This is an optimization exercise on Yosys and OpenROAD, whose aim is small area, a short achievable clock period and few clock cycles per item, not a production implementation. The RTL was checked by simulation tests, not by an equivalence proof against the original design. Power is estimated from default activity; no workload was simulated.

==> design.v <==
module xarm_codec_b (
    input  wire        clk,
    input  wire        rst,
    input  wire        req_valid,
    output wire        req_ready,
    input  wire [7:0]  req_op,
    input  wire [7:0]  req_cmd,
    input  wire [7:0]  req_id,
    input  wire [8:0]  req_len,
    input  wire [15:0] req_a,
    input  wire [15:0] req_b,
    input  wire        in_valid,
    output wire        in_ready,
    input  wire [7:0]  in_data,
    output wire        out_valid,
    input  wire        out_ready,
    output wire [7:0]  out_data,
    output wire        out_last,
    output wire        resp_valid,
    input  wire        resp_ready,
    output wire [7:0]  resp_status,
    output wire [7:0]  resp_arg,
    output wire [15:0] resp_lo,
    output wire [15:0] resp_hi,
    output wire [7:0]  resp_reason,
    output wire [7:0]  resp_byte,
    output wire [7:0]  resp_plen,
    output wire [8:0]  resp_len
);
    localparam [7:0] OP_ENC     = 8'h10;
    localparam [7:0] OP_TEMPLIM = 8'h15;
    localparam [7:0] OP_DEC     = 8'h18;
    localparam [7:0] OP_CHK     = 8'h19;
    localparam [7:0] CMD_MOVE    = 8'd1;
    localparam [7:0] CMD_MOVEW   = 8'd7;
    localparam [7:0] CMD_ID_READ = 8'd14;
    localparam [7:0] CMD_ANGLIM  = 8'd20;
    localparam [7:0] CMD_VINLIM  = 8'd22;
    localparam [7:0] CMD_TEMPLIM = 8'd24;
    localparam [7:0] SIG = 8'h55;
    localparam [1:0] C_ENC = 2'd0;    
    localparam [1:0] C_DEC = 2'd1;
    localparam [1:0] C_CHK = 2'd2;
    localparam [1:0] C_REF = 2'd3;
    localparam I_IDLE   = 0;
    localparam I_GATHER = 1;     
    localparam I_DRAIN  = 2;     
    localparam I_CHECK  = 3;     
    localparam I_CHECK2 = 4;     
    localparam I_H0     = 5;     
    localparam I_H1     = 6;
    localparam I_H2     = 7;
    localparam I_H3     = 8;
    localparam I_H4     = 9;
    localparam I_PAY    = 10;    
    localparam I_CSUM   = 11;    
    localparam I_RX     = 12;    
    localparam I_FIN    = 13;    
    localparam NS       = 14;
    localparam [NS-1:0] S_IDLE   = 1 << I_IDLE;
    localparam [NS-1:0] S_GATHER = 1 << I_GATHER;
    localparam [NS-1:0] S_DRAIN  = 1 << I_DRAIN;
    localparam [NS-1:0] S_CHECK2 = 1 << I_CHECK2;
    localparam [NS-1:0] S_CHECK  = 1 << I_CHECK;
    localparam [NS-1:0] S_H0     = 1 << I_H0;
    localparam [NS-1:0] S_PAY    = 1 << I_PAY;
    localparam [NS-1:0] S_CSUM   = 1 << I_CSUM;
    localparam [NS-1:0] S_RX     = 1 << I_RX;
    localparam [NS-1:0] S_FIN    = 1 << I_FIN;
    function [4:0] validate(input [3:0] k, input [15:0] va, input [15:0] vb);
        begin
            validate = 5'd0;
            if (k[3]) begin
                if (va > 16'd1000)       validate = {1'b1, 3'd1, 1'b0};
                else if (vb > 16'd30000) validate = {1'b1, 3'd2, 1'b0};
            end
            if (k[2]) begin
                if (va > 16'd1000)      validate = {1'b1, 3'd3, 1'b0};
                else if (vb > 16'd1000) validate = {1'b1, 3'd4, 1'b0};
                else if (va > vb)       validate = {1'b1, 3'd3, 1'b1};
            end
            if (k[1]) begin
                if (va < 16'd4500 || va > 16'd12000)      validate = {1'b1, 3'd5, 1'b0};
                else if (vb < 16'd4500 || vb > 16'd12000) validate = {1'b1, 3'd6, 1'b0};
            end
            if (k[0]) begin
                if (va < 16'd50 || va > 16'd100) validate = {1'b1, 3'd7, 1'b0};
            end
        end
    endfunction
    function [3:0] cmd_kind(input [7:0] c);
        cmd_kind = {(c == CMD_MOVE) || (c == CMD_MOVEW), c == CMD_ANGLIM,
                    c == CMD_VINLIM, c == CMD_TEMPLIM};
    endfunction
    reg [NS-1:0] st;
    reg [1:0]  cls;
    reg [7:0]  cmd;
    reg [7:0]  id;
    reg [8:0]  len;
    reg [15:0] a;           
    reg [15:0] b;
    reg        pass;        
    reg        pay_ok;      
    reg        sig_ok;
    reg [8:0]  cnt;
    reg        lastq;       
    reg        dpay;        
    reg [7:0]  sum;         
    reg [7:0]  addq;        
    reg        len0;        
    reg        e_br, e_rs3;  
    reg [4:0]  v_reg;       
    reg [1:0]  fcnt;
    reg [7:0]  fd0, fd1;
    reg        fl0, fl1;
    reg        ov;
    reg        rv, rvo;
    reg [1:0]  owed;        
    reg [3:0]  r_st;
    reg        r_s4, r_ff;
    reg [2:0]  r_arg;
    reg        r_f56, r_f7, r_h1000, r_h30000, r_hib;
    reg        r_rb, r_rs3, r_rs11;
    reg [7:0]  r_byte;
    reg [8:0]  r_len;
    reg        req_ready_q, in_ready_q;
    reg        pc_valid;
    reg [NS-1:0] pq_st;
    reg [1:0]  pq_cls;
    reg        pq_typed, pq_pass, pq_payok, pq_ebr, pq_ers3, pq_len1;
    reg [4:0]  vq;
    assign req_ready   = req_ready_q;
    assign in_ready    = in_ready_q;
    assign out_valid   = ov;
    assign out_data    = fd0;
    assign out_last    = fl0;
    assign resp_valid  = rvo;
    assign resp_status = {r_ff, r_ff, r_ff, r_s4, r_st};
    assign resp_arg    = {5'd0, r_arg};
    assign resp_reason = {4'd0, r_rs11, 1'b0, r_rs3, r_rb};
    assign resp_byte   = r_byte;
    assign resp_plen   = r_len[7:0];
    assign resp_len    = r_len;
    assign resp_lo     = ({16{r_f56}} & 16'd4500) | ({16{r_f7}} & 16'd50);
    assign resp_hi     = ({16{r_h1000}} & 16'd1000) | ({16{r_h30000}} & 16'd30000) |
                         ({16{r_f56}} & 16'd12000) | ({16{r_f7}} & 16'd100) |
                         ({16{r_hib}} & b);
    wire       v_sel  = st[I_CHECK];
    wire       typed  = (req_op >= 8'h11) && (req_op <= OP_TEMPLIM);
    wire [3:0] op_kind = !typed ? 4'd0 :
                         (req_op[2:0] == 3'd1 || req_op[2:0] == 3'd2) ? 4'b1000 :
                         (req_op[2:0] == 3'd3) ? 4'b0100 :
                         (req_op[2:0] == 3'd4) ? 4'b0010 : 4'b0001;
    wire [3:0] rc_kind = cmd_kind(req_cmd);
    wire       rc_bnd  = |rc_kind;
    wire [4:0] v_now   = validate(v_sel ? cmd_kind(cmd) : op_kind,
                                  v_sel ? a : req_a, v_sel ? b : req_b);
    reg [NS-1:0] d_state;
    reg [1:0] d_cls;
    reg       d_pass, d_ebr, d_ers3;
    always @(*) begin
        d_state = S_FIN; d_cls = C_REF; d_pass = 1'b0; d_ebr = 1'b0; d_ers3 = 1'b0;
        if (req_op == OP_ENC) begin
            d_cls = C_ENC;
            if (req_len > 9'd252) begin
                d_state = S_DRAIN; d_ebr = 1'b1;
            end else if (rc_bnd) begin
                if (req_len != (rc_kind[0] ? 9'd1 : 9'd4)) begin
                    d_ebr = 1'b1; d_ers3 = 1'b1;
                    d_state = (req_len == 9'd0) ? S_FIN : S_DRAIN;
                end else
                    d_state = S_GATHER;
            end else begin
                d_state = S_H0; d_pass = 1'b1;
            end
        end else if (typed) begin
            d_cls = C_ENC;
            d_state = v_now[4] ? S_FIN : S_H0;
        end else if (req_op == OP_DEC || req_op == OP_CHK) begin
            d_cls = req_op[0] ? C_CHK : C_DEC;
            d_state = (req_len == 9'd0) ? S_FIN : S_RX;
        end
    end
    wire push_ok = !fcnt[1];
    wire pop     = ov && out_ready;
    wire acc     = req_valid && req_ready_q;
    wire in_fire = in_valid && in_ready_q;
    wire nlast   = (cnt + 9'd2 == len);    
    wire [8:0] cnt1 = cnt + 9'd1;
    wire [7:0] sum_t = sum + addq;         
    reg       push;
    reg [7:0] pdata;
    always @(*) begin
        push  = 1'b0;
        pdata = in_data;
        case (1'b1)
            st[I_H0], st[I_H1]: begin push = push_ok; pdata = SIG; end
            st[I_H2]:   begin push = push_ok; pdata = id; end
            st[I_H3]:   begin push = push_ok; pdata = len[7:0] + 8'd3; end
            st[I_H4]:   begin push = push_ok; pdata = cmd; end
            st[I_PAY]: begin
                if (pass) begin
                    push = in_fire;
                end else begin
                    push = push_ok;
                    case (cnt[1:0])
                        2'd0:    pdata = a[7:0];
                        2'd1:    pdata = a[15:8];
                        2'd2:    pdata = b[7:0];
                        default: pdata = b[15:8];
                    endcase
                end
            end
            st[I_CSUM]: begin push = push_ok && !rv; pdata = ~sum_t; end
            st[I_RX]:   push = in_fire && dpay;
            default: ;
        endcase
    end
    wire plast = st[I_CSUM] || (st[I_RX] && nlast);
    wire sum_en = (push && (st[I_H2] || st[I_H3] || st[I_H4] || st[I_PAY])) ||
                  (st[I_RX] && in_fire && (cls == C_CHK || cnt >= 9'd2));
    wire done = !rv && (st[I_FIN] || (st[I_CSUM] && push_ok));
    reg [7:0] nst;
    reg [2:0] narg;
    reg       nhib, nrb, nrs3, nrs11;
    always @(*) begin
        nst = 8'h00; narg = 3'd0; nhib = 1'b0; nrb = 1'b0; nrs3 = 1'b0; nrs11 = 1'b0;
        if (st[I_FIN]) begin
            case (cls)
                C_ENC: begin
                    if (e_br) begin
                        nst = 8'h10; nrb = 1'b1; nrs3 = e_rs3;
                    end else if (v_reg[4]) begin
                        nst = 8'h01; narg = v_reg[3:1]; nhib = v_reg[0];
                    end
                end
                C_DEC: begin
                    if (len > 9'd258) begin
                        nst = 8'h10; nrb = 1'b1; nrs3 = 1'b1; nrs11 = 1'b1;
                    end else if (len == 9'd0)
                        nst = 8'h03;
                    else if (len < 9'd2 || !sig_ok)
                        nst = 8'h05;
                    else if (len < 9'd6)
                        nst = 8'h07;
                    else if (sum_t != 8'hFF)
                        nst = 8'h09;
                    else if (cmd != CMD_ID_READ && a[7:0] != id)
                        nst = 8'h06;
                    else if ({1'b0, a[15:8]} + 9'd3 != len)
                        nst = 8'h07;
                    else if (b[7:0] != cmd)
                        nst = 8'h08;
                end
                C_CHK: ;
                default: nst = 8'hFF;
            endcase
        end
    end
    reg [NS-1:0] st_n;
    reg [8:0]    cnt_n;
    reg          lastq_n, dpay_n;
    always @(*) begin
        st_n    = st;
        cnt_n   = cnt;
        lastq_n = lastq;
        dpay_n  = dpay;
        if ((st[I_GATHER] || st[I_DRAIN] || st[I_RX]) && in_fire) begin
            cnt_n = cnt1; lastq_n = nlast;
        end
        if (st[I_RX] && in_fire)
            dpay_n = pay_ok && (cnt >= 9'd4) && !nlast;
        if (st[I_PAY] && push) begin
            cnt_n = cnt1; lastq_n = nlast;
        end
        if (st[I_CHECK2]) begin
            cnt_n = 9'd0; lastq_n = (len == 9'd1);
        end
        if (st[I_GATHER] && in_fire && lastq) begin st_n[I_GATHER] = 1'b0; st_n[I_CHECK] = 1'b1; end
        if (st[I_DRAIN] && in_fire && lastq)  begin st_n[I_DRAIN] = 1'b0; st_n[I_FIN] = 1'b1; end
        if (st[I_RX] && in_fire && lastq)     begin st_n[I_RX] = 1'b0; st_n[I_FIN] = 1'b1; end
        if (st[I_CHECK]) begin st_n[I_CHECK] = 1'b0; st_n[I_CHECK2] = 1'b1; end
        if (st[I_CHECK2]) begin
            st_n[I_CHECK2] = 1'b0;
            if (vq[4]) st_n[I_FIN] = 1'b1; else st_n[I_H0] = 1'b1;
        end
        if (push_ok) begin
            if (st[I_H0]) begin st_n[I_H0] = 1'b0; st_n[I_H1] = 1'b1; end
            if (st[I_H1]) begin st_n[I_H1] = 1'b0; st_n[I_H2] = 1'b1; end
            if (st[I_H2]) begin st_n[I_H2] = 1'b0; st_n[I_H3] = 1'b1; end
            if (st[I_H3]) begin st_n[I_H3] = 1'b0; st_n[I_H4] = 1'b1; end
            if (st[I_H4]) begin
                st_n[I_H4] = 1'b0;
                if (len0) st_n[I_CSUM] = 1'b1; else st_n[I_PAY] = 1'b1;
            end
        end
        if (st[I_PAY] && push && lastq) begin st_n[I_PAY] = 1'b0; st_n[I_CSUM] = 1'b1; end
        if (done) begin st_n[I_CSUM] = 1'b0; st_n[I_FIN] = 1'b0; st_n[I_IDLE] = 1'b1; end
        if (acc) begin
            st_n    = pq_st;
            cnt_n   = 9'd0;
            lastq_n = pq_len1;
            dpay_n  = 1'b0;
        end
    end
    wire [8:0] len_n  = !acc ? len : pq_typed ? ((req_op[2:0] == 3'd5) ? 9'd1 : 9'd4) : req_len;
    wire [1:0] cls_n  = acc ? pq_cls : cls;
    wire       pass_n = acc ? pq_pass : pass;
    wire [1:0] fcnt_n = fcnt + {1'b0, push} - {1'b0, pop};
    wire       rv_n   = done ? 1'b1 : (rvo && resp_ready) ? 1'b0 : rv;
    wire [1:0] owed_n = done ? fcnt_n : (pop && owed != 2'd0) ? owed - 2'd1 : owed;
    wire       hib_n  = done ? nhib : r_hib;
    wire pc_valid_n = req_valid && !acc && !v_sel;
    wire req_ready_n = pc_valid_n && (
        (st_n[I_IDLE] && !(rv_n && hib_n)) ||
        (st_n[I_CSUM] && !fcnt_n[1] && !rv_n) ||
        (st_n[I_FIN] && !rv_n && cls_n != C_ENC));
    wire in_ready_n = st_n[I_GATHER] || st_n[I_DRAIN] ||
                      (st_n[I_PAY] && pass_n && !fcnt_n[1]) ||
                      (st_n[I_RX] && (!dpay_n || !fcnt_n[1]));
    always @(posedge clk) begin
        if (rst) begin
            st          <= S_IDLE;
            fcnt        <= 2'd0;
            ov          <= 1'b0;
            rv          <= 1'b0;
            rvo         <= 1'b0;
            owed        <= 2'd0;
            req_ready_q <= 1'b0;
            in_ready_q  <= 1'b0;
            pc_valid    <= 1'b0;
        end else begin
            st          <= st_n;
            fcnt        <= fcnt_n;
            ov          <= (fcnt_n != 2'd0);
            rv          <= rv_n;
            rvo         <= rv_n && (owed_n == 2'd0);
            owed        <= owed_n;
            req_ready_q <= req_ready_n;
            in_ready_q  <= in_ready_n;
            pc_valid    <= pc_valid_n;
        end
        if (pop && fcnt == 2'd2) begin
            fd0 <= fd1; fl0 <= fl1;
        end
        if (push) begin
            if (fcnt == 2'd0 || (fcnt == 2'd1 && pop)) begin
                fd0 <= pdata; fl0 <= plast;
            end else begin
                fd1 <= pdata; fl1 <= plast;
            end
        end
        if (done) begin
            r_st     <= nst[3:0];
            r_s4     <= nst[4];
            r_ff     <= nst[7];
            r_arg    <= narg;
            r_f56    <= (narg == 3'd5) || (narg == 3'd6);
            r_f7     <= (narg == 3'd7);
            r_h1000  <= (narg == 3'd1 || narg == 3'd3 || narg == 3'd4) && !nhib;
            r_h30000 <= (narg == 3'd2);
            r_hib    <= nhib;
            r_rb     <= nrb;
            r_rs3    <= nrs3;
            r_rs11   <= nrs11;
            r_byte   <= (cls == C_DEC) ? a[7:0] : ~sum_t;
            r_len    <= (cls == C_DEC) ? (len - 9'd6) : (len + 9'd6);
        end
        vq <= v_now;
        pq_st    <= d_state;
        pq_cls   <= d_cls;
        pq_typed <= typed;
        pq_pass  <= d_pass;
        pq_ebr   <= d_ebr;
        pq_ers3  <= d_ers3;
        pq_payok <= (req_op == OP_DEC) && (req_len >= 9'd6) && (req_len <= 9'd258);
        pq_len1  <= typed ? (req_op[2:0] == 3'd5) : (req_len == 9'd1);
        cnt   <= cnt_n;
        lastq <= lastq_n;
        dpay  <= dpay_n;
        addq <= sum_en ? pdata : 8'd0;
        sum  <= sum_t;
        len0 <= (len_n == 9'd0);
        if (st[I_CHECK2])
            v_reg <= vq;
        if (in_fire) begin
            if (st[I_GATHER]) begin
                case (cnt[1:0])
                    2'd0:    a       <= {8'd0, in_data};
                    2'd1:    a[15:8] <= in_data;
                    2'd2:    b[7:0]  <= in_data;
                    default: b[15:8] <= in_data;
                endcase
            end
            if (st[I_RX]) begin
                if ((cnt == 9'd0 || cnt == 9'd1) && in_data != SIG)
                    sig_ok <= 1'b0;
                if (cnt == 9'd2) a[7:0]  <= in_data;
                if (cnt == 9'd3) a[15:8] <= in_data;
                if (cnt == 9'd4) b[7:0]  <= in_data;
            end
        end
        if (acc) begin
            id     <= req_id;
            sum    <= 8'd0;
            addq   <= 8'd0;
            sig_ok <= 1'b1;
            a      <= req_a;
            b      <= req_b;
            cls    <= pq_cls;
            pass   <= pq_pass;
            pay_ok <= pq_payok;
            e_br   <= pq_ebr;
            e_rs3  <= pq_ers3;
            v_reg  <= vq;
            cmd    <= pq_typed ? ((req_op[2:0] == 3'd1) ? CMD_MOVE :
                                  (req_op[2:0] == 3'd2) ? CMD_MOVEW :
                                  (req_op[2:0] == 3'd3) ? CMD_ANGLIM :
                                  (req_op[2:0] == 3'd4) ? CMD_VINLIM : CMD_TEMPLIM) : req_cmd;
            len    <= len_n;
        end
    end
endmodule
==> run.sh <==
#!/bin/bash
# synth_recipe.tcl (not shown) runs the flow's synth.tcl, then flattens the netlist and writes it again
# the make line also repeats each setting of config.mk as NAME=value (left out here)
make -C /OpenROAD-flow-scripts/flow DESIGN_CONFIG=/design/flow/config.mk WORK_HOME=/design/flow/orfs CLKGATE_MAP_FILE= SYNTH_SCRIPT=/design/flow/synth_recipe.tcl finish
==> config.mk <==
export PLATFORM = sky130hd
export DESIGN_NAME = xarm_codec_b
export DESIGN_NICKNAME = xarm_codec_b
export VERILOG_FILES = /design/flow/design.v
export SDC_FILE = /design/flow/constraint.sdc
export NUM_CORES = 4
export LEC_CHECK = 0
export CAP_MARGIN = 20
export CORE_MARGIN = 2
export CORE_UTILIZATION = 40
export SLEW_MARGIN = 20
==> constraint.sdc <==
create_clock -name core_clock -period 5.0 [get_ports {clk}]
set_input_delay 1.0000 -clock core_clock [delete_from_list [all_inputs] [get_ports {clk}]]
set_output_delay 1.0000 -clock core_clock [all_outputs]
set_load 0.01 [all_outputs]
==> results.tsv, run 1 <==
metric	value	unit
Critical Path Fanout Max	5	
EDFF count, synth	108	
Max Cap Viol	0	
WL/cell	21.54	µm
internal power	2880	µW
sw frac	28.65	%
initial antenna violation count	0	
VDD IR max	0.2609	mV
total CTS buffers	17	
Final Wtd Congestion	0.9704	
Final Cycle Share	70.88	%
ant diodes	0	
largest net degree at the start of global routing	68	
asr flop ratio synth	0	%
Tot GR Track Use	24.18	%
max incr delay on CP	460	ps
Post-Synthesis Cells	1371	
number of global-route vias before repair	9970	
Regs by FF count	a: 16 flops, b: 16 flops, st: 14 flops	
fillcell total	2952	
sum of negative setup slack	0	ps
CTS tree	built	
core box area	0.03043	mm²
Routed Antenna Nets	0	
Vias	10670	
PwrDens	279.9	mW/mm²
critical path type	input port to register	
Placed Area	0.01382	mm²
P_leak	0.005395	µW
die width	179.5	µm
Area growth syn-to-layout	17.04	%
CTS max path bufs	2	
critical path required time	5340	ps
router iterations before antenna repair	8	
hold slack	415.9	ps
Cell Rows	64	
hold_buf cts	0	
Setup WS post-layout	1456	ps
most frequent cell after synthesis	nand2_1	
IO Port Bufs	153	
synth cell count leaders	nand2_1, nor2_1, edfxtp_1	
DRT Wirelength	39810	µm
share of cells above drive strength 1	6.198	%
Tmin final	3544	ps
sequential fraction of the synthesis area	39.65	%
share of power burned in registers	46.3	%
via/cell ratio	5.774	
Skew-Pair Late Insertion Delay	460	ps
RSZ-0062 raised after global routing	false	
gr ovfl total	0	
Synth top area share	26.32	%
PostCTS Resize Cnt	0	
relative slew slack	31.57	%
post-synthesis cell type count	93	
Die H	179.5	µm
Final Cell Area	0.01442	mm²
clock-pin slew on the worst setup and hold paths	70	ps
worst path cell trace	clkdlybuf4s50_1 > nand3_1 > o32ai_1 > and2_1 > a211oi_1 > ha_1 > inv_1 > ha_1 > xnor2_1 > xnor2_1 > nor2_1 > or2_2	
Net Switching	1156	µW
first-pass GRT wire length	60200	µm
met1 Use GR	32.49	%
final hold vios	0	
Worst Tran Pin Value	1024	ps
residual DRC count	0	
global routing's busiest layer	met2	
part of the power in the clock network	35.4	%
register bit total from synthesis	190	
final setup violation count	0	
M2 GR Usage	38.51	%
postcts setup bufs	0	
Crit-path slowest cell	clkdlybuf4s50_1	
Detailed Route Iter0 Violations	1082	
Max Freq	282.2	MHz
Starting Density	40.49	%
Syn Std Cell Area	0.01232	mm²
Avg Cell Area, Syn	8.987	µm²
max-slew violation count	0	
top cells by area, synth	edfxtp_1, dfxtp_1, ha_1, nand2_1, nor2_1	
Root Buffer	clkbuf_16	
CTS Sinks	190	
met3 GRT Util	4.437	%
crit end category	register	
post-place setup slack	1062	ps
die area	0.03222	mm²
Critical Path Start Type	input port	
I/O Pins	173	
H-tree Lvls	4	
Top FF cell, synth	edfxtp_1	
DPL Wire Length	29790	µm
Finished Layout Cells	1848	
synth warn	1	
Comb power frac	18.4	%
Final #Nets	1560	
Clock Skew	15.56	ps
largest area contributor in the netlist	edfxtp_1	
post-placement cell count	1816	
outcome	timing/DRC/antenna clean	
crit path DAT	3880	ps
worst min path class	register to register	
power groups by stage:
stage | clock network [µW] | logic [µW] | registers (µW)
after floorplan | 0 | 432 | 1870
after global placement | 0 | 723 | 1900
after detailed placement | 0 | 734 | 1900
after CTS | 1440 | 737 | 1870
final | 1430 | 741 | 1870
after global routing | 1510 | 807 | 1880
worst max-delay path: cells and delay by family:
| family | cells | cell delay, ps |
|---|---|---|
| AOI/OAI and AO/OA | 2 | 550 |
| and+or+nand+nor | 4 | 830 |
| xor gates and xnor gates | 2 | 530 |
| buffers and inverters | 2 | 520 |
| adders and majority gates | 2 | 460 |
kinds of logic after synthesis:
logic type / after synthesis / share of synthesized area (%)
other cells: 1 / 0.03044
xor+xnor: 71 / 5.047
mux: 60 / 5.261
compound gates: 321 / 17.39
fa+ha+maj: 42 / 4.326
buf+inv: 189 / 7.413
flops: 190 / 39.65
simple gates: 497 / 20.89
area by class of cell:
type,instances,area (µm²),area share [%]
multi-input cells,1010,6611,45.85
well taps,396,495.5,3.436
inverters,59,221.5,1.536
clock inverters,12,133.9,0.9284
clock buffers,20,457.9,3.176
repair buffers,161,1612,11.18
flip-flops and latches,190,4888,33.90
final timing paths:
path                         start  cells after the start           endpoint  slack [ps]
setup / recovery          in_valid                     12      ov$_SDFF_PP0_        1460
hold / removal    pq_payok$_DFF_P_                      0   pay_ok$_DFFE_PP_         420
setup reg to reg  st[3]$_SDFF_PP0_                      9  pq_st[13]$_DFF_P_        1490
hold reg to reg   pq_payok$_DFF_P_                      0   pay_ok$_DFFE_PP_         420
cell usage in the layout, fill, tap and decap left out, types with 5 or more instances in the layout:
cell type / instances
a21o_1: 17
inv_1: 57
or3_1: 9
nor4b_1: 5
a211o_1: 7
o21ai_1: 10
nand2b_1: 24
dfxtp_1: 81
and3_1: 13
nand3b_1: 8
a211oi_1: 18
a31oi_1: 17
nand4_1: 18
o211ai_1: 11
mux2_2: 21
xor2_1: 25
nand2_1: 135
edfxtp_1: 108
a222oi_1: 16
conb_1: 19
a21oi_1: 86
o21ai_0: 60
mux2i_1: 35
nor3b_1: 13
o21a_1: 8
xnor2_1: 46
nor2b_1: 25
and2_1: 10
o31ai_1: 7
clkbuf_16: 18
nor3_1: 35
clkdlybuf4s50_1: 153
ha_1: 41
o22ai_1: 9
nor4_1: 17
buf_4: 6
nor2_1: 117
nand3_1: 32
per-stage QoR:
stage               total power, µW  utilization [%]
floorplan                      2297                -
global placement               2621            45.38
detailed placement             2634            45.43
CTS                            4042            47.38
global route                   4195            47.39
finish                         4036            47.39
routing by layer:
layer	part of all wire, %	up-vias
met5	0	-
met4	3.3	0
met3	7.4	80
met2	46	477
met1	43	5060
li1	-	5053
Testbench counts, summed over its fixed seeds: cycles 27,544, items 3,200.
==> run 2, diff against run 1 <==
--- a/config.mk
+++ b/config.mk
@@ -8,4 +8,5 @@
 export CAP_MARGIN = 20
 export CORE_MARGIN = 2
 export CORE_UTILIZATION = 40
+export SETUP_SLACK_MARGIN = 2.6
 export SLEW_MARGIN = 20
==> run 2 against run 1 <==
Effect of this change:
- sequential share of layout area shrank 4.6 points
- worst setup slack improved by 820 ps
- utilization increased by 7.9 points
- global-route usage is 1.9 points higher
- synthesized area unchanged
- via count is 8.9% higher
- clock power fell by 8%
- synthesized cell count is the same
- die area unchanged
- worst hold slack worse by 13 ps
- flip-flop and latch count unchanged
- clock skew up 1.2 ps
- largest power group unchanged
==> results.tsv, run 2 <==
metric	value	unit
Top FF cell, synth	edfxtp_1	
Syn Std Cell Area	0.01232	mm²
crit end category	register	
VDD IR max	0.2646	mV
synth warn	1	
die width	179.5	µm
Area growth syn-to-layout	36.47	%
post-synthesis cell type count	93	
Final #Nets	1709	
Max Freq	366.7	MHz
Avg Cell Area, Syn	8.987	µm²
Critical Path Fanout Max	5	
IO Port Bufs	153	
sum of negative setup slack	0	ps
clock-pin slew on the worst setup and hold paths	80	ps
Final Cycle Share	54.54	%
Max Cap Viol	0	
RSZ-0062 raised after global routing	true	
final setup violation count	0	
Clock Skew	16.73	ps
Final Wtd Congestion	0.9452	
outcome	timing/DRC/antenna clean	
Critical Path Start Type	input port	
Worst Tran Pin Value	1081	ps
Root Buffer	clkbuf_16	
post-layout util	55.25	%
I/O Pins	173	
Met1 Wirelength	17850	µm
DRT Wirelength	43880	µm
DR top layer	met5	
largest net degree at the start of global routing	64	
PwrDens	242.4	mW/mm²
share of cells above drive strength 1	27.61	%
Skew-Pair Late Insertion Delay	450	ps
gr ovfl total	0	
EDFF count, synth	108	
fillcell total	2728	
die area	0.03222	mm²
multi-input logic area	0.007717	mm²
P_leak	0.006528	µW
Synth top area share	26.32	%
synth cell count leaders	nand2_1, nor2_1, edfxtp_1	
WL/cell	21.97	µm
Detailed Route Iter0 Violations	1139	
Tot GR Track Use	26.04	%
top cells by area, synth	edfxtp_1, dfxtp_1, ha_1, nand2_1, nor2_1	
commonest non-fill, non-tap cell in the layout	nand2_1	
total power	4075	µW
most frequent cell after synthesis	nand2_1	
CTS max path bufs	2	
register area	0.004933	mm²
router iterations before antenna repair	8	
relative slew slack	27.28	%
final hold vios	0	
crit path DAT	3070	ps
Met2 Routed Length	20500	µm
initial antenna violation count	1	
H-tree Lvls	4	
total CTS buffers	17	
Starting Density	40.49	%
sequential fraction of the synthesis area	39.65	%
CTS Sinks	190	
via/cell ratio	5.817	
first-pass GRT wire length	65120	µm
number of global-route vias before repair	11112	
Tmin final	2727	ps
critical path type	input port to register	
max-slew violation count	0	
met3 wire len	3842	µm
residual DRC count	0	
Post-Synthesis Cells	1371	
core box area	0.03043	mm²
ant diodes	0	
commonest non-fill, non-tap cells in the layout	nand2_1, buf_4, edfxtp_1	
asr flop ratio synth	0	%
Regs by FF count	a: 16 flops, b: 16 flops, st: 14 flops	
register bit total from synthesis	190	
Vias	11616	
worst min path class	register to register	
Die H	179.5	µm
hold_buf cts	0	
Routed Antenna Nets	0	
critical path required time	5340	ps
largest area contributor in the netlist	edfxtp_1	
Cell Rows	64	
CTS tree	built	
DPL Wire Length	29610	µm
## run 2: worst max-delay path, stage by stage
cell and delay [ps]:
clkdlybuf4s15_1 280, mux2i_2 280, ha_4 250, a21oi_1 180
o21ai_1 130, a221oi_2 260, or3_4 170, a41o_1 210
nand4_4 110, a21o_1 200
## run 2: cell type report
cell class              instances  share of cell area, %
flip-flops and latches        190                  29.34
clock buffers                  18                  2.552
multi-input cells            1010                  45.90
repair buffers                310                  17.17
well taps                     396                  2.947
inverters                      59                  1.451
clock inverters                14                 0.6400
## run 2: cells by family (layout without fill, tap and decap cells)
logic type / Yosys count / count (layout) / share of synthesized area (%)
mux: 60 / 60 / 5.261
buf+inv: 189 / 401 / 7.413
flops: 190 / 190 / 39.65
compound gates: 321 / 321 / 17.39
xor+xnor: 71 / 71 / 5.047
fa+ha+maj: 42 / 42 / 4.326
other cells: 1 / 19 / 0.03044
simple gates: 497 / 497 / 20.89
## run 2: metrics by stage
stage | cell area [µm²] | instances | setup WS, ps | hold WS [ps]
finish | 16810 | 1997 | 2273 | 402.5
global route | 16810 | 1997 | 2254 | 397.4
CTS | 15930 | 1949 | 2373 | 402.1
detailed placement | 13990 | 1817 | 1340 | 395.6
global placement | 13990 | 1817 | 1410 | 391.1
floorplan | 12600 | 1389 | 2118 | 385.5
## run 2: final timing paths
path	cells past startpoint	endpoint	from	slack (ps)
max	10	pq_st[13]$_DFF_P_	req_b[7]	2270
min	0	e_br$_DFFE_PP_	pq_ebr$_SDFF_PN0_	400
max reg2reg	12	vq[1]$_DFF_P_	st[3]$_SDFF_PP0_	2330
min reg2reg	0	e_br$_DFFE_PP_	pq_ebr$_SDFF_PN0_	400
## run 2: timing repair
action / in CTS / in global routing
setup endpoints to repair: 145 / 97
pin swaps: 68 / 55
buffers inserted: 97 / 48
gates cloned: 3 / 0
resized for setup: 356 / 122
## run 2: routing by layer
| layer | up-vias | track usage, % |
|---|---|---|
| li1 | 5372 | - |
| met1 | 5547 | 34.01 |
| met2 | 581 | 42.16 |
| met3 | 114 | 5.348 |
| met4 | 2 | 10.57 |
| met5 | - | 0 |
## run 2: report_power, final
part / switching [µW] / internal, µW / leakage [µW]
combinational: 474 / 438 / 0.00461
sequential: 92.1 / 1760 / 0.00167
clock: 669 / 645 / 0.000253
total: 1240 / 2840 / 0.00653
==> run 3, diff against run 2 <==
--- a/design.v
+++ b/design.v
@@ -45,23 +45,19 @@
     localparam I_IDLE   = 0;
     localparam I_GATHER = 1;     
     localparam I_DRAIN  = 2;     
-    localparam I_CHECK  = 3;     
-    localparam I_CHECK2 = 4;     
-    localparam I_H0     = 5;     
-    localparam I_H1     = 6;
-    localparam I_H2     = 7;
-    localparam I_H3     = 8;
-    localparam I_H4     = 9;
-    localparam I_PAY    = 10;    
-    localparam I_CSUM   = 11;    
-    localparam I_RX     = 12;    
-    localparam I_FIN    = 13;    
-    localparam NS       = 14;
+    localparam I_H0     = 3;     
+    localparam I_H1     = 4;
+    localparam I_H2     = 5;
+    localparam I_H3     = 6;
+    localparam I_H4     = 7;
+    localparam I_PAY    = 8;     
+    localparam I_CSUM   = 9;     
+    localparam I_RX     = 10;    
+    localparam I_FIN    = 11;    
+    localparam NS       = 12;
     localparam [NS-1:0] S_IDLE   = 1 << I_IDLE;
     localparam [NS-1:0] S_GATHER = 1 << I_GATHER;
     localparam [NS-1:0] S_DRAIN  = 1 << I_DRAIN;
-    localparam [NS-1:0] S_CHECK2 = 1 << I_CHECK2;
-    localparam [NS-1:0] S_CHECK  = 1 << I_CHECK;
     localparam [NS-1:0] S_H0     = 1 << I_H0;
     localparam [NS-1:0] S_PAY    = 1 << I_PAY;
     localparam [NS-1:0] S_CSUM   = 1 << I_CSUM;
@@ -109,7 +105,7 @@
     reg [7:0]  addq;        
     reg        len0;        
     reg        e_br, e_rs3;  
-    reg [4:0]  v_reg;       
+    reg [3:0]  kind;        
     reg [1:0]  fcnt;
     reg [7:0]  fd0, fd1;
     reg        fl0, fl1;
@@ -128,7 +124,7 @@
     reg [NS-1:0] pq_st;
     reg [1:0]  pq_cls;
     reg        pq_typed, pq_pass, pq_payok, pq_ebr, pq_ers3, pq_len1;
-    reg [4:0]  vq;
+    reg [3:0]  pq_kind;
     assign req_ready   = req_ready_q;
     assign in_ready    = in_ready_q;
     assign out_valid   = ov;
@@ -145,7 +141,6 @@
     assign resp_hi     = ({16{r_h1000}} & 16'd1000) | ({16{r_h30000}} & 16'd30000) |
                          ({16{r_f56}} & 16'd12000) | ({16{r_f7}} & 16'd100) |
                          ({16{r_hib}} & b);
-    wire       v_sel  = st[I_CHECK];
     wire       typed  = (req_op >= 8'h11) && (req_op <= OP_TEMPLIM);
     wire [3:0] op_kind = !typed ? 4'd0 :
                          (req_op[2:0] == 3'd1 || req_op[2:0] == 3'd2) ? 4'b1000 :
@@ -153,8 +148,7 @@
                          (req_op[2:0] == 3'd4) ? 4'b0010 : 4'b0001;
     wire [3:0] rc_kind = cmd_kind(req_cmd);
     wire       rc_bnd  = |rc_kind;
-    wire [4:0] v_now   = validate(v_sel ? cmd_kind(cmd) : op_kind,
-                                  v_sel ? a : req_a, v_sel ? b : req_b);
+    wire [4:0] v_now   = validate(kind, a, b);    
     reg [NS-1:0] d_state;
     reg [1:0] d_cls;
     reg       d_pass, d_ebr, d_ers3;
@@ -175,7 +169,7 @@
             end
         end else if (typed) begin
             d_cls = C_ENC;
-            d_state = v_now[4] ? S_FIN : S_H0;
+            d_state = S_H0;
         end else if (req_op == OP_DEC || req_op == OP_CHK) begin
             d_cls = req_op[0] ? C_CHK : C_DEC;
             d_state = (req_len == 9'd0) ? S_FIN : S_RX;
@@ -194,7 +188,8 @@
         push  = 1'b0;
         pdata = in_data;
         case (1'b1)
-            st[I_H0], st[I_H1]: begin push = push_ok; pdata = SIG; end
+            st[I_H0]:   begin push = push_ok && !v_now[4]; pdata = SIG; end
+            st[I_H1]:   begin push = push_ok; pdata = SIG; end
             st[I_H2]:   begin push = push_ok; pdata = id; end
             st[I_H3]:   begin push = push_ok; pdata = len[7:0] + 8'd3; end
             st[I_H4]:   begin push = push_ok; pdata = cmd; end
@@ -230,8 +225,8 @@
                 C_ENC: begin
                     if (e_br) begin
                         nst = 8'h10; nrb = 1'b1; nrs3 = e_rs3;
-                    end else if (v_reg[4]) begin
-                        nst = 8'h01; narg = v_reg[3:1]; nhib = v_reg[0];
+                    end else if (v_now[4]) begin
+                        nst = 8'h01; narg = v_now[3:1]; nhib = v_now[0];
                     end
                 end
                 C_DEC: begin
@@ -273,19 +268,15 @@
         if (st[I_PAY] && push) begin
             cnt_n = cnt1; lastq_n = nlast;
         end
-        if (st[I_CHECK2]) begin
+        if (st[I_GATHER] && in_fire && lastq) begin
+            st_n[I_GATHER] = 1'b0; st_n[I_H0] = 1'b1;
             cnt_n = 9'd0; lastq_n = (len == 9'd1);
         end
-        if (st[I_GATHER] && in_fire && lastq) begin st_n[I_GATHER] = 1'b0; st_n[I_CHECK] = 1'b1; end
         if (st[I_DRAIN] && in_fire && lastq)  begin st_n[I_DRAIN] = 1'b0; st_n[I_FIN] = 1'b1; end
         if (st[I_RX] && in_fire && lastq)     begin st_n[I_RX] = 1'b0; st_n[I_FIN] = 1'b1; end
-        if (st[I_CHECK]) begin st_n[I_CHECK] = 1'b0; st_n[I_CHECK2] = 1'b1; end
-        if (st[I_CHECK2]) begin
-            st_n[I_CHECK2] = 1'b0;
-            if (vq[4]) st_n[I_FIN] = 1'b1; else st_n[I_H0] = 1'b1;
-        end
+        if (st[I_H0] && v_now[4]) begin st_n[I_H0] = 1'b0; st_n[I_FIN] = 1'b1; end
         if (push_ok) begin
-            if (st[I_H0]) begin st_n[I_H0] = 1'b0; st_n[I_H1] = 1'b1; end
+            if (st[I_H0] && !v_now[4]) begin st_n[I_H0] = 1'b0; st_n[I_H1] = 1'b1; end
             if (st[I_H1]) begin st_n[I_H1] = 1'b0; st_n[I_H2] = 1'b1; end
             if (st[I_H2]) begin st_n[I_H2] = 1'b0; st_n[I_H3] = 1'b1; end
             if (st[I_H3]) begin st_n[I_H3] = 1'b0; st_n[I_H4] = 1'b1; end
@@ -306,11 +297,14 @@
     wire [8:0] len_n  = !acc ? len : pq_typed ? ((req_op[2:0] == 3'd5) ? 9'd1 : 9'd4) : req_len;
     wire [1:0] cls_n  = acc ? pq_cls : cls;
     wire       pass_n = acc ? pq_pass : pass;
-    wire [1:0] fcnt_n = fcnt + {1'b0, push} - {1'b0, pop};
+    wire [1:0] fcnt_n = {(fcnt[1] | (fcnt[0] & push)) & !out_ready,
+                         (!fcnt[1] & !fcnt[0] & push) | (fcnt[0] & (push ~^ out_ready)) |
+                         (fcnt[1] & out_ready)};
+    wire       ov_n   = push | fcnt[1] | (fcnt[0] & !out_ready);
     wire       rv_n   = done ? 1'b1 : (rvo && resp_ready) ? 1'b0 : rv;
     wire [1:0] owed_n = done ? fcnt_n : (pop && owed != 2'd0) ? owed - 2'd1 : owed;
     wire       hib_n  = done ? nhib : r_hib;
-    wire pc_valid_n = req_valid && !acc && !v_sel;
+    wire pc_valid_n = req_valid && !acc;
     wire req_ready_n = pc_valid_n && (
         (st_n[I_IDLE] && !(rv_n && hib_n)) ||
         (st_n[I_CSUM] && !fcnt_n[1] && !rv_n) ||
@@ -332,7 +326,7 @@
         end else begin
             st          <= st_n;
             fcnt        <= fcnt_n;
-            ov          <= (fcnt_n != 2'd0);
+            ov          <= ov_n;
             rv          <= rv_n;
             rvo         <= rv_n && (owed_n == 2'd0);
             owed        <= owed_n;
@@ -366,7 +360,7 @@
             r_byte   <= (cls == C_DEC) ? a[7:0] : ~sum_t;
             r_len    <= (cls == C_DEC) ? (len - 9'd6) : (len + 9'd6);
         end
-        vq <= v_now;
+        pq_kind  <= typed ? op_kind : (req_op == OP_ENC) ? rc_kind : 4'd0;
         pq_st    <= d_state;
         pq_cls   <= d_cls;
         pq_typed <= typed;
@@ -381,8 +375,6 @@
         addq <= sum_en ? pdata : 8'd0;
         sum  <= sum_t;
         len0 <= (len_n == 9'd0);
-        if (st[I_CHECK2])
-            v_reg <= vq;
         if (in_fire) begin
             if (st[I_GATHER]) begin
                 case (cnt[1:0])
@@ -412,7 +404,7 @@
             pay_ok <= pq_payok;
             e_br   <= pq_ebr;
             e_rs3  <= pq_ers3;
-            v_reg  <= vq;
+            kind   <= pq_kind;
             cmd    <= pq_typed ? ((req_op[2:0] == 3'd1) ? CMD_MOVE :
                                   (req_op[2:0] == 3'd2) ? CMD_MOVEW :
                                   (req_op[2:0] == 3'd3) ? CMD_ANGLIM :
--- a/config.mk
+++ b/config.mk
@@ -8,5 +8,4 @@
 export CAP_MARGIN = 20
 export CORE_MARGIN = 2
 export CORE_UTILIZATION = 40
-export SETUP_SLACK_MARGIN = 2.6
 export SLEW_MARGIN = 20
==> run 3 against run 2 <==
Effect of this change:
- combinational power shrank 37%
- worst setup slack lost 960 ps
- clock power grew 14%
- final cell count shrank 13%
- total power shrank 5.3%
- sequential power shrank 3%
- via count shrank 14%
- largest cell class unchanged
- largest power group unchanged
==> results.tsv, run 3 <==
metric	value	unit
Critical Path Fanout Max	9	
via/cell ratio	5.778	
number of global-route vias before repair	9400	
outcome	timing/DRC/antenna clean	
register area	0.004795	mm²
post-synthesis cell type count	76	
Reg2Reg Depth	11	
largest area contributor in the netlist	edfxtp_1	
Synth top area share	28.17	%
Synth Area in Simple Gates	19.34	%
post-place setup slack	1427	ps
clock-pin slew on the worst setup and hold paths	80	ps
Cell Rows	61	
Setup WS post-layout	1313	ps
Top FF cell, synth	edfxtp_1	
RSZ-0062 raised after global routing	false	
VDD IR max	0.2179	mV
commonest non-fill, non-tap cells in the layout	clkdlybuf4s50_1, nand2_1, edfxtp_1	
FF-to-FF setup slack	1310	ps
Root Buffer	clkbuf_16	
Final Cycle Share	73.73	%
H-tree Lvls	4	
PostCTS Resize Cnt	0	
Vias	10043	
most frequent cell after synthesis	nand2_1	
PwrDens	283.8	mW/mm²
final setup violation count	0	
Starting Density	40.83	%
gr ovfl total	0	
Routed Antenna Nets	0	
initial antenna violation count	0	
commonest non-fill, non-tap cell in the layout	clkdlybuf4s50_1	
critical path required time	5340	ps
DPL Wire Length	28000	µm
compound-cell area share of the yosys netlist	17.84	%
die area	0.02988	mm²
Area growth syn-to-layout	19.25	%
Critical Path Start Type	register	
hold_buf cts	0	
largest family of logic cells by synthesized area	simple AND/OR/NAND/NOR gates	
Die H	172.9	µm
CTS Sinks	186	
CTS tree	built	
crit path DAT	4020	ps
asr flop ratio synth	0	%
max-slew violation count	0	
Max Cap Viol	0	
crit end category	register	
worst min path class	register to register	
DRT Wirelength	37500	µm
Tmin final	3687	ps
Post-Synthesis Cells	1267	
first-pass GRT wire length	57150	µm
Max Freq	271.3	MHz
Tot GR Track Use	24.73	%
router iterations before antenna repair	7	
WHS Path Cells	0	
sequential fraction of the synthesis area	42.04	%
reg2reg end	fd0[1]$_DFF_P_	
total CTS buffers	17	
sum of negative setup slack	0	ps
top cells by area, synth	edfxtp_1, dfxtp_1, ha_1, nand2_1, o21ai_0	
CTS max path bufs	2	
Avg Cell Area, Syn	9.001	µm²
Final Wtd Congestion	0.9803	
mux contribution to synthesized area	3.642	%
die width	172.9	µm
P_leak	0.005185	µW
relative slew slack	27.43	%
postcts setup bufs	0	
Skew-Pair Late Insertion Delay	450	ps
fillcell total	2634	
synth warn	1	
EDFF count, synth	107	
Clock Skew	12.31	ps
Worst Tran Pin Value	1086	ps
Regs by FF count	a: 16 flops, b: 16 flops, st: 12 flops	
final hold vios	0	
register bit total from synthesis	186	
worst r2r src	b[1]$_DFFE_PP_	
residual DRC count	0	
critical path type	register to register	
multi-input logic area	0.005819	mm²
core box area	0.02793	mm²
Syn Std Cell Area	0.01140	mm²
I/O Pins	173	
synthesized-area fraction occupied by adder cells	4.893	%
worst setup path endpoint	fd0[1]$_DFF_P_	
Final #Nets	1470	
worst setup path start	b[1]$_DFFE_PP_	
WL/cell	21.58	µm
synth cell count leaders	nand2_1, edfxtp_1, nor2_1	
largest net degree at the start of global routing	116	
IO Port Bufs	153	
ant diodes	0	
share of cells above drive strength 1	4.926	%
xor-xnor portion of the synthesized cell area	4.685	%
Detailed Route Iter0 Violations	1175	
[run 3: cell count changes in the layout (fill, tap and decap cells not counted), sizes merged, moves of 11 or more]
cell,delta
nor2,-22
a21oi,-11
clkdlybuf4s50,+82
clkdlybuf4s15,-14
nand2b,-12
dlygate4sd2,-22
buf,-178
[run 3: cell type report]
type,instances,area share (%)
Inverter,69,1.914
Timing Repair Buffer,160,11.74
Clock buffer,17,3.128
Multi-Input combinational cell,913,42.79
Clock inverter,15,1.702
Sequential cell,186,35.25
Tap cell,378,3.477
[run 3: critical path: stages, from the launching register on]
cell      delay (ps)
edfxtp_1         590
inv_1            130
ha_1             310
nor2b_1          130
o211ai_1         100
a2111o_1         380
a31oi_1          350
nor2_1           210
a31oi_1          350
nand2b_1         180
nand2b_1         450
mux2_2           390
[run 3: cell families (layout without fill, tap and decap cells)]
group,count (synthesis),in the layout
AO/OA/AOI/OAI,309,309
XOR/XNOR,61,61
adder cells (fa/ha/maj),44,44
buffers and inverters,186,261
flip-flops,186,186
multiplexers,40,40
other,1,19
AND/OR/NAND/NOR,440,440
[run 3: layer usage]
layer	vias up	share of wire [%]	track usage [%]
li1	4723	-	-
met1	4689	44	34.43
met5	-	0	0
met3	73	9.0	5.035
met2	558	44	38.45
met4	0	3.2	8.121
[run 3: report_power, final]
group,total [µW],switching (µW),internal (µW)
Sequential,1800,94.4,1700
Clock,1490,705,781
Combinational,576,300,276
Total,3860,1100,2760
[run 3: worst min path at each step]
stage                           start                to  slack, ps
global route        pq_ebr$_SDFF_PN0_    e_br$_DFFE_PP_        410
global placement     pq_payok$_DFF_P_  pay_ok$_DFFE_PP_        390
detailed placement  pq_ebr$_SDFF_PN0_    e_br$_DFFE_PP_        390
CTS                 pq_ebr$_SDFF_PN0_    e_br$_DFFE_PP_        410
floorplan           pq_ebr$_SDFF_PN0_    e_br$_DFFE_PP_        390
finish              pq_ebr$_SDFF_PN0_    e_br$_DFFE_PP_        410
[run 3: through the flow]
stage	cells	power (µW)	util, %	cell area [µm²]	hold WS [ps]
after floorplan	1285	2119	-	11470	385.5
after global placement	1706	2401	46.34	12940	388.1
after detailed placement	1706	2402	46.34	12940	388.7
after CTS	1738	3871	48.69	13600	407.1
after global routing	1738	4000	48.69	13600	411.9
final	1738	3860	48.69	13600	406.7
Testbench counts of run 3, summed over its fixed seeds: cycles 27,544, items 3,200.
==> run 4, diff against run 3 <==
--- a/config.mk
+++ b/config.mk
@@ -8,4 +8,5 @@
 export CAP_MARGIN = 20
 export CORE_MARGIN = 2
 export CORE_UTILIZATION = 40
+export SETUP_SLACK_MARGIN = 2.8
 export SLEW_MARGIN = 20
==> run 4 against run 3 <==
Effect of this change:
- final cell count increased by 10%
- register-to-register slack improved by 570 ps
- via count is 12% higher
- critical endpoint is now cnt[6]$_SDFFE_PP0P_
- largest cell class unchanged
- largest power group unchanged
- highest routed layer is now met5
==> results.tsv, run 4 <==
metric	value	unit
outcome	timing/DRC/antenna clean	
IO Port Bufs	153	
hold_buf cts	0	
Final Wtd Congestion	0.9519	
P_leak	0.006447	µW
post-placement cell count	1705	
Skew-Pair Late Insertion Delay	450	ps
Starting Density	40.83	%
commonest non-fill, non-tap cells in the layout	buf_4, nand2_1, edfxtp_1	
total power	3877	µW
Clock Skew	14.46	ps
Buf+Inv Stages, Crit Path	1	
crit path DAT	3490	ps
clock-pin slew on the worst setup and hold paths	80	ps
Syn Std Cell Area	0.01140	mm²
max incr delay on CP	590	ps
initial antenna violation count	1	
critical path required time	5370	ps
die area	0.02988	mm²
PwrDens	242.4	mW/mm²
critical path type	register to register	
DPL Wire Length	27550	µm
family with the most delay on the worst path	simple AND/OR/NAND/NOR gates	
Critical Path Start Type	register	
Tot GR Track Use	26.73	%
Top FF cell, synth	edfxtp_1	
crit end category	register	
RSZ-0062 raised after global routing	true	
most frequent cell after synthesis	nand2_1	
Vias	11228	
ant diodes	0	
synth warn	1	
Avg Cell Area, Syn	9.001	µm²
EDFF count, synth	107	
register bit total from synthesis	186	
Synth top area share	28.17	%
Routed Antenna Nets	0	
Crit-path slowest cell	or4_4	
router iterations before antenna repair	9	
first-pass GRT wire length	61740	µm
residual DRC count	0	
CTS max path bufs	2	
post-synthesis cell type count	76	
via/cell ratio	5.875	
Detailed Route Iter0 Violations	1087	
hold slack	407.0	ps
Cell Rows	61	
Crit path top cell by count	or4_4	
sum of negative setup slack	0	ps
die width	172.9	µm
gr ovfl total	0	
Tmin final	3117	ps
total CTS buffers	17	
worst path cell trace	or4_4 > o2111ai_2 > nor2_1 > or3_4 > nor3b_4 > buf_6 > a41oi_4 > o22a_4 > or4_4 > a21oi_2	
commonest non-fill, non-tap cell in the layout	buf_4	
Root Buffer	clkbuf_16	
Final #Nets	1643	
Placed Area	0.01305	mm²
share of cells above drive strength 1	28.38	%
Worst Tran Pin Value	1287	ps
number of global-route vias before repair	10510	
top cells by area, synth	edfxtp_1, dfxtp_1, ha_1, nand2_1, o21ai_0	
sequential fraction of the synthesis area	42.04	%
synth cell count leaders	nand2_1, edfxtp_1, nor2_1	
CTS tree	built	
final setup violation count	0	
Regs by FF count	a: 16 flops, b: 16 flops, st: 12 flops	
largest area contributor in the netlist	edfxtp_1	
Post-Synthesis Cells	1267	
WL/cell	21.96	µm
Area growth syn-to-layout	40.23	%
Final Cell Area	0.01599	mm²
relative slew slack	13.55	%
Final Cycle Share	62.35	%
I/O Pins	173	
core box area	0.02793	mm²
Max Freq	320.8	MHz
Critical Path Fanout Max	5	
VDD IR max	0.2281	mV
H-tree Lvls	4	
Max Cap Viol	0	
asr flop ratio synth	0	%
Finished Layout Cells	1911	
Die H	172.9	µm
largest net degree at the start of global routing	54	
CTS Sinks	186	
final hold vios	0	
max-slew violation count	0	
worst min path class	register to register	
DRT Wirelength	41970	µm
-- run 4: timing repair --
action	4_1_cts	5_1_grt
endpoints found under the setup margin	263	145
setup buffers	121	50
endpoints found under the hold margin	0	0
pin swaps	55	42
gates cloned	3	0
resized for setup	303	134
-- run 4: through the flow --
stage / setup WS [ps] / utilization (%)
after floorplan: 1982 / -
after global placement: 1435 / 46.72
after detailed placement: 1381 / 46.72
after CTS: 1938 / 54.06
after global routing: 1813 / 57.25
final: 1883 / 57.25
-- run 4: cell families after synthesis --
family	synth area share (%)
muxes	3.642
and+or+nand+nor	19.34
xor gates and xnor gates	4.685
adders and majority gates	4.893
other	0.03288
DFF	42.04
AOI/OAI and AO/OA	17.84
buffers and inverters	7.526
-- run 4: worst register-to-register path, cell delays in order, from the launching register on --
cell	delay, ps
edfxtp_1	480
or4_4	590
o2111ai_2	170
nor2_1	60
or3_4	340
nor3b_4	180
buf_6	150
a41oi_4	130
o22a_4	290
or4_4	520
a21oi_2	130
-- run 4: final cells by class --
type                            count  area [µm²]
Clock buffer                       18       450.4
Multi-Input combinational cell    913        6800
Sequential cell                   186        4821
Timing Repair Buffer              331        2972
Tap cell                          378       473.0
Clock inverter                     14       175.2
Timing Repair inverter              2       16.27
Inverter                           69       285.3
Fill cell                        2496       11940
-- run 4: final timing paths --
path                           start                  end  slack [ps]  cells after the start
hold reg to reg   pq_ers3$_SDFF_PP0_      e_rs3$_DFFE_PP_         410                      0
setup reg to reg      b[3]$_DFFE_PP_  cnt[6]$_SDFFE_PP0P_        1880                     10
hold / removal    pq_ers3$_SDFF_PP0_      e_rs3$_DFFE_PP_         410                      0
setup / recovery      b[3]$_DFFE_PP_  cnt[6]$_SDFFE_PP0P_        1880                     10
-- run 4: power by group --
| part | leakage (µW) | internal (µW) | switching [µW] |
|---|---|---|---|
| logic | 0.00450 | 316 | 378 |
| clock network | 0.000302 | 708 | 698 |
| registers | 0.00164 | 1700 | 76.6 |
| total | 0.00645 | 2720 | 1150 |
-- run 4: metal layers --
| metal | wire length [µm] | global-route usage, % | vias up |
|---|---|---|---|
| li1 | - | - | 5074 |
| met1 | 17140 | 35.26 | 5344 |
| met2 | 18860 | 42.13 | 657 |
| met3 | 3680 | 4.617 | 151 |
| met4 | 2272 | 13.81 | 2 |
| met5 | 13 | 0 | - |
==> run 5, diff against run 4 <==
--- a/design.v
+++ b/design.v
@@ -73,7 +73,7 @@
             if (k[2]) begin
                 if (va > 16'd1000)      validate = {1'b1, 3'd3, 1'b0};
                 else if (vb > 16'd1000) validate = {1'b1, 3'd4, 1'b0};
-                else if (va > vb)       validate = {1'b1, 3'd3, 1'b1};
+                else if (va[9:0] > vb[9:0]) validate = {1'b1, 3'd3, 1'b1};    
             end
             if (k[1]) begin
                 if (va < 16'd4500 || va > 16'd12000)      validate = {1'b1, 3'd5, 1'b0};
@@ -149,6 +149,12 @@
     wire [3:0] rc_kind = cmd_kind(req_cmd);
     wire       rc_bnd  = |rc_kind;
     wire [4:0] v_now   = validate(kind, a, b);    
+    wire a_gt1000 = (a > 16'd1000);
+    wire b_gt1000 = (b > 16'd1000);
+    wire vfail = (kind[3] && (a_gt1000 || b > 16'd30000)) ||
+                 (kind[2] && (a_gt1000 || b_gt1000 || a[9:0] > b[9:0])) ||
+                 (kind[1] && (a < 16'd4500 || a > 16'd12000 || b < 16'd4500 || b > 16'd12000)) ||
+                 (kind[0] && (a < 16'd50 || a > 16'd100));
     reg [NS-1:0] d_state;
     reg [1:0] d_cls;
     reg       d_pass, d_ebr, d_ers3;
@@ -188,7 +194,7 @@
         push  = 1'b0;
         pdata = in_data;
         case (1'b1)
-            st[I_H0]:   begin push = push_ok && !v_now[4]; pdata = SIG; end
+            st[I_H0]:   pdata = SIG;
             st[I_H1]:   begin push = push_ok; pdata = SIG; end
             st[I_H2]:   begin push = push_ok; pdata = id; end
             st[I_H3]:   begin push = push_ok; pdata = len[7:0] + 8'd3; end
@@ -211,8 +217,10 @@
             default: ;
         endcase
     end
+    wire push_h0 = st[I_H0] && push_ok && !vfail;
+    wire push_a  = push || push_h0;
     wire plast = st[I_CSUM] || (st[I_RX] && nlast);
-    wire sum_en = (push && (st[I_H2] || st[I_H3] || st[I_H4] || st[I_PAY])) ||
+    wire sum_en = (push_a && (st[I_H2] || st[I_H3] || st[I_H4] || st[I_PAY])) ||
                   (st[I_RX] && in_fire && (cls == C_CHK || cnt >= 9'd2));
     wire done = !rv && (st[I_FIN] || (st[I_CSUM] && push_ok));
     reg [7:0] nst;
@@ -274,9 +282,9 @@
         end
         if (st[I_DRAIN] && in_fire && lastq)  begin st_n[I_DRAIN] = 1'b0; st_n[I_FIN] = 1'b1; end
         if (st[I_RX] && in_fire && lastq)     begin st_n[I_RX] = 1'b0; st_n[I_FIN] = 1'b1; end
-        if (st[I_H0] && v_now[4]) begin st_n[I_H0] = 1'b0; st_n[I_FIN] = 1'b1; end
+        if (st[I_H0] && vfail) begin st_n[I_H0] = 1'b0; st_n[I_FIN] = 1'b1; end
         if (push_ok) begin
-            if (st[I_H0] && !v_now[4]) begin st_n[I_H0] = 1'b0; st_n[I_H1] = 1'b1; end
+            if (st[I_H0] && !vfail) begin st_n[I_H0] = 1'b0; st_n[I_H1] = 1'b1; end
             if (st[I_H1]) begin st_n[I_H1] = 1'b0; st_n[I_H2] = 1'b1; end
             if (st[I_H2]) begin st_n[I_H2] = 1'b0; st_n[I_H3] = 1'b1; end
             if (st[I_H3]) begin st_n[I_H3] = 1'b0; st_n[I_H4] = 1'b1; end
@@ -297,21 +305,22 @@
     wire [8:0] len_n  = !acc ? len : pq_typed ? ((req_op[2:0] == 3'd5) ? 9'd1 : 9'd4) : req_len;
     wire [1:0] cls_n  = acc ? pq_cls : cls;
     wire       pass_n = acc ? pq_pass : pass;
-    wire [1:0] fcnt_n = {(fcnt[1] | (fcnt[0] & push)) & !out_ready,
+    wire [1:0] fcnt_n = {(fcnt[1] | (fcnt[0] & push_a)) & !out_ready,
+                         (!fcnt[1] & !fcnt[0] & push_a) | (fcnt[0] & (push_a ~^ out_ready)) |
+                         (fcnt[1] & out_ready)};
+    wire [1:0] fcnt_x = {(fcnt[1] | (fcnt[0] & push)) & !out_ready,
                          (!fcnt[1] & !fcnt[0] & push) | (fcnt[0] & (push ~^ out_ready)) |
                          (fcnt[1] & out_ready)};
-    wire       ov_n   = push | fcnt[1] | (fcnt[0] & !out_ready);
+    wire       ov_n   = push_a | fcnt[1] | (fcnt[0] & !out_ready);
     wire       rv_n   = done ? 1'b1 : (rvo && resp_ready) ? 1'b0 : rv;
-    wire [1:0] owed_n = done ? fcnt_n : (pop && owed != 2'd0) ? owed - 2'd1 : owed;
-    wire       hib_n  = done ? nhib : r_hib;
+    wire [1:0] owed_n = done ? fcnt_x : (pop && owed != 2'd0) ? owed - 2'd1 : owed;
     wire pc_valid_n = req_valid && !acc;
-    wire req_ready_n = pc_valid_n && (
-        (st_n[I_IDLE] && !(rv_n && hib_n)) ||
-        (st_n[I_CSUM] && !fcnt_n[1] && !rv_n) ||
-        (st_n[I_FIN] && !rv_n && cls_n != C_ENC));
+    wire fin_take_n = acc ? (pq_st[I_FIN] && pq_cls != C_ENC) :
+                      ((st[I_FIN] && !done) || (st[I_RX] && in_fire && lastq)) && cls != C_ENC;
+    wire req_ready_n = pc_valid_n && !rv_n && (st_n[I_IDLE] || (st_n[I_CSUM] && !fcnt_x[1]) || fin_take_n);
     wire in_ready_n = st_n[I_GATHER] || st_n[I_DRAIN] ||
-                      (st_n[I_PAY] && pass_n && !fcnt_n[1]) ||
-                      (st_n[I_RX] && (!dpay_n || !fcnt_n[1]));
+                      (st_n[I_PAY] && pass_n && !fcnt_x[1]) ||
+                      (st_n[I_RX] && (!dpay_n || !fcnt_x[1]));
     always @(posedge clk) begin
         if (rst) begin
             st          <= S_IDLE;
@@ -334,15 +343,13 @@
             in_ready_q  <= in_ready_n;
             pc_valid    <= pc_valid_n;
         end
-        if (pop && fcnt == 2'd2) begin
+        if (fcnt == 2'd0 || (fcnt[0] && out_ready)) begin
+            fd0 <= pdata; fl0 <= plast;
+        end else if (fcnt[1] && out_ready) begin
             fd0 <= fd1; fl0 <= fl1;
         end
-        if (push) begin
-            if (fcnt == 2'd0 || (fcnt == 2'd1 && pop)) begin
-                fd0 <= pdata; fl0 <= plast;
-            end else begin
-                fd1 <= pdata; fl1 <= plast;
-            end
+        if (fcnt[0] && !out_ready) begin
+            fd1 <= pdata; fl1 <= plast;
         end
         if (done) begin
             r_st     <= nst[3:0];
--- a/config.mk
+++ b/config.mk
@@ -8,5 +8,5 @@
 export CAP_MARGIN = 20
 export CORE_MARGIN = 2
 export CORE_UTILIZATION = 40
-export SETUP_SLACK_MARGIN = 2.8
+export SETUP_SLACK_MARGIN = 2.9
 export SLEW_MARGIN = 20
==> run 5 against run 4 <==
Effect of this change:
- combinational power shrank 11%
- critical path type unchanged
- global-route usage down 0.60 points
- final cell count rose by 0.58%
- worst setup slack better by 320 ps
- highest routed layer unchanged
- routed wire length down 1.8%
- synthesized area about the same
- worst hold slack better by 0.94 ps
- still clean on timing, DRC and antenna
- total power down 0.85%
- register-to-register slack gained 320 ps
- non-clock buffer count increased by 30
- largest power group unchanged
- largest cell class unchanged
- sequential power down 2%
==> results.tsv, run 5 <==
metric	value	unit
outcome	timing/DRC/antenna clean	
commonest non-fill, non-tap cell in the layout	buf_4	
family with the most delay on the worst path	compound AO/OA/AOI/OAI gates	
first-pass GRT wire length	60750	µm
core box area	0.02793	mm²
Area growth syn-to-layout	43.11	%
Final Cycle Share	56.02	%
P_leak	0.006481	µW
top cells by area, synth	edfxtp_1, dfxtp_1, nand2_1, ha_1, nor2_1	
VDD IR max	0.2267	mV
Avg Cell Area, Syn	9.150	µm²
residual DRC count	0	
via/cell ratio	5.776	
CTS Sinks	186	
Final Wtd Congestion	0.9523	
total CTS buffers	17	
PwrDens	235.5	mW/mm²
Max Cap Viol	0	
total power	3845	µW
gr ovfl total	0	
Vias	11102	
asr flop ratio synth	0	%
die area	0.02989	mm²
Critical Path Fanout Max	7	
worst path cell trace	buf_6 > buf_6 > o21ai_0 > a311oi_1 > o41ai_1 > a31o_2 > nor4_4 > buf_4 > nor4_2 > and3_1	
critical path type	register to register	
max-slew violation count	0	
sequential fraction of the synthesis area	43.07	%
post-synthesis cell type count	86	
Clock Skew	10.00	ps
Cell Rows	61	
initial antenna violation count	2	
WL/cell	21.44	µm
RSZ-0062 raised after global routing	true	
Crit-path slowest cell	a311oi_1	
Syn Std Cell Area	0.01141	mm²
share of cells above drive strength 1	33.23	%
most frequent cell after synthesis	nand2_1	
largest net degree at the start of global routing	38	
largest area contributor in the netlist	edfxtp_1	
Placed Area	0.01315	mm²
Root Buffer	clkbuf_16	
Worst Tran Pin Value	631.6	ps
critical path required time	5200	ps
final hold vios	0	
Final #Nets	1648	
clock-pin slew on the worst setup and hold paths	80	ps
final setup violation count	0	
commonest non-fill, non-tap cells in the layout	buf_4, nand2_1, edfxtp_1	
number of global-route vias before repair	10368	
hold_buf cts	0	
DRT Wirelength	41200	µm
IO Port Bufs	153	
Critical Path Start Type	register	
die width	172.9	µm
hold slack	407.9	ps
crit end category	register	
sum of negative setup slack	0	ps
Synth top area share	31.32	%
worst min path class	register to register	
I/O Pins	173	
Skew-Pair Late Insertion Delay	440	ps
max incr delay on CP	510	ps
synth cell count leaders	nand2_1, edfxtp_1, nor2_1	
CTS max path bufs	2	
Starting Density	40.84	%
Detailed Route Iter0 Violations	1245	
Post-Synthesis Cells	1247	
router iterations before antenna repair	8	
Buf+Inv Stages, Crit Path	3	
EDFF count, synth	119	
register bit total from synthesis	186	
CTS tree	built	
post-layout util	58.45	%
Crit path top cell by count	buf_6	
DPL Wire Length	25970	µm
synth warn	1	
Die H	172.9	µm
Regs by FF count	a: 16 flops, b: 16 flops, st: 12 flops	
relative slew slack	57.89	%
ant diodes	0	
Max Freq	357.0	MHz
Routed Antenna Nets	0	
Tmin final	2801	ps
Tot GR Track Use	26.13	%
Top FF cell, synth	edfxtp_1	
Final Cell Area	0.01633	mm²
H-tree Lvls	4	
crit path DAT	3000	ps
run 5: cell types whose count changed after synthesis, moves of 7 or more:
cell	previous run	this run
nor2_1	95	109
a211o_1	3	10
dfxtp_1	79	67
nor3_1	33	26
a31oi_1	17	9
o22ai_1	4	11
edfxtp_1	107	119
inv_1	67	60
clkbuf_1	68	56
o21ai_0	80	68
buf_2	2	10
mux2i_1	28	16
run 5: logic make-up (layout without fill, tap and decap cells):
group,after synthesis,in the layout,share of synthesized area (%)
simple gates,445,446,19.54
compound gates,310,310,18.42
flops,186,186,43.07
buf+inv,178,456,7.534
xor+xnor,66,66,5.066
fa+ha+maj,38,38,4.233
mux,23,23,2.095
other cells,1,19,0.03287
run 5: metal layers:
layer	routed length, µm	GRT usage [%]
met5	13	0
met4	1843	11.30
met3	3678	5.299
met2	18920	41.78
met1	16740	34.38
run 5: final timing paths:
check / from / endpoint / slack (ps) / depth (start not counted)
worst min register to register: pq_payok$_DFF_P_ / pay_ok$_DFFE_PP_ / 410 / 0
worst max register to register: b[2]$_DFFE_PP_ / r_h30000$_DFFE_PP_ / 2200 / 10
worst max-delay path: b[2]$_DFFE_PP_ / r_h30000$_DFFE_PP_ / 2200 / 10
worst min-delay path: pq_payok$_DFF_P_ / pay_ok$_DFFE_PP_ / 410 / 0
run 5: timing repair:
action / 4_1_cts / 5_1_grt
endpoints found under the setup margin: 291 / 132
cloned: 2 / 0
buffers inserted: 149 / 53
gates resized for setup: 381 / 191
pin swaps: 74 / 81
run 5: where the power goes:
group,internal [µW],switching (µW),leakage [µW]
logic,285,332,0.00452
registers,1690,49.7,0.00166
clock network,813,675,0.000308
total,2790,1060,0.00648
run 5: stage by stage:
step	setup slack, ps	cells
floorplan	2381	1265
global route	2116	1922
finish	2199	1922
detailed placement	1398	1686
global placement	1433	1686
CTS	2237	1869
run 5: layout make-up:
type | count | area, µm²
well taps | 378 | 473.0
fillers | 2416 | 11610
repair buffers | 361 | 3107
clock inverters | 14 | 207.7
flip-flops and latches | 186 | 4962
inverters | 62 | 270.3
clock buffers | 18 | 429.2
repair inverters | 1 | 16.27
multi-input cells | 902 | 6863
Testbench counts of run 5, summed over its fixed seeds: cycles 27,544, items 3,200.

==> static timing again, ports no longer ideal <==
The flow's constraints put no driver on any port. The routed layouts listed below were extracted and timed again, unchanged, in two steps. Step 1 (the two cells are an assumption about what drives the block):
set clk [get_ports {clk}]
set_driving_cell -lib_cell sky130_fd_sc_hd__clkbuf_16 $clk
set_driving_cell -lib_cell sky130_fd_sc_hd__buf_2 [delete_from_list [all_inputs] $clk]
Step 2 times the ports against the registers' clock, not the clock port: input delays grow and output delays shrink by t, the midpoint of the rising clock arrivals with the driver on. a / b / c = ideal ports / drivers / drivers and shift; a / b = the first two.
run | t (ns) | slack for setup (ns) | worst setup path at the end
run 1 | 0.506 | 1.456 / 1.436 / 0.930 | input to register
run 2 | 0.497 | 2.273 / 2.300 / 1.803 | input to register
run 3 | 0.487 | 1.313 / 1.313 / 1.313 | register to register
run 4 | 0.487 | 1.883 / 1.883 / 1.762 | input to register
run 5 | 0.491 | 2.199 / 2.199 / 2.138 | input to register
After both steps every run listed still meets setup and hold. The setup slack of run 1, which loses most, moves by -0.020 ns with the drivers and by -0.526 ns with both steps.
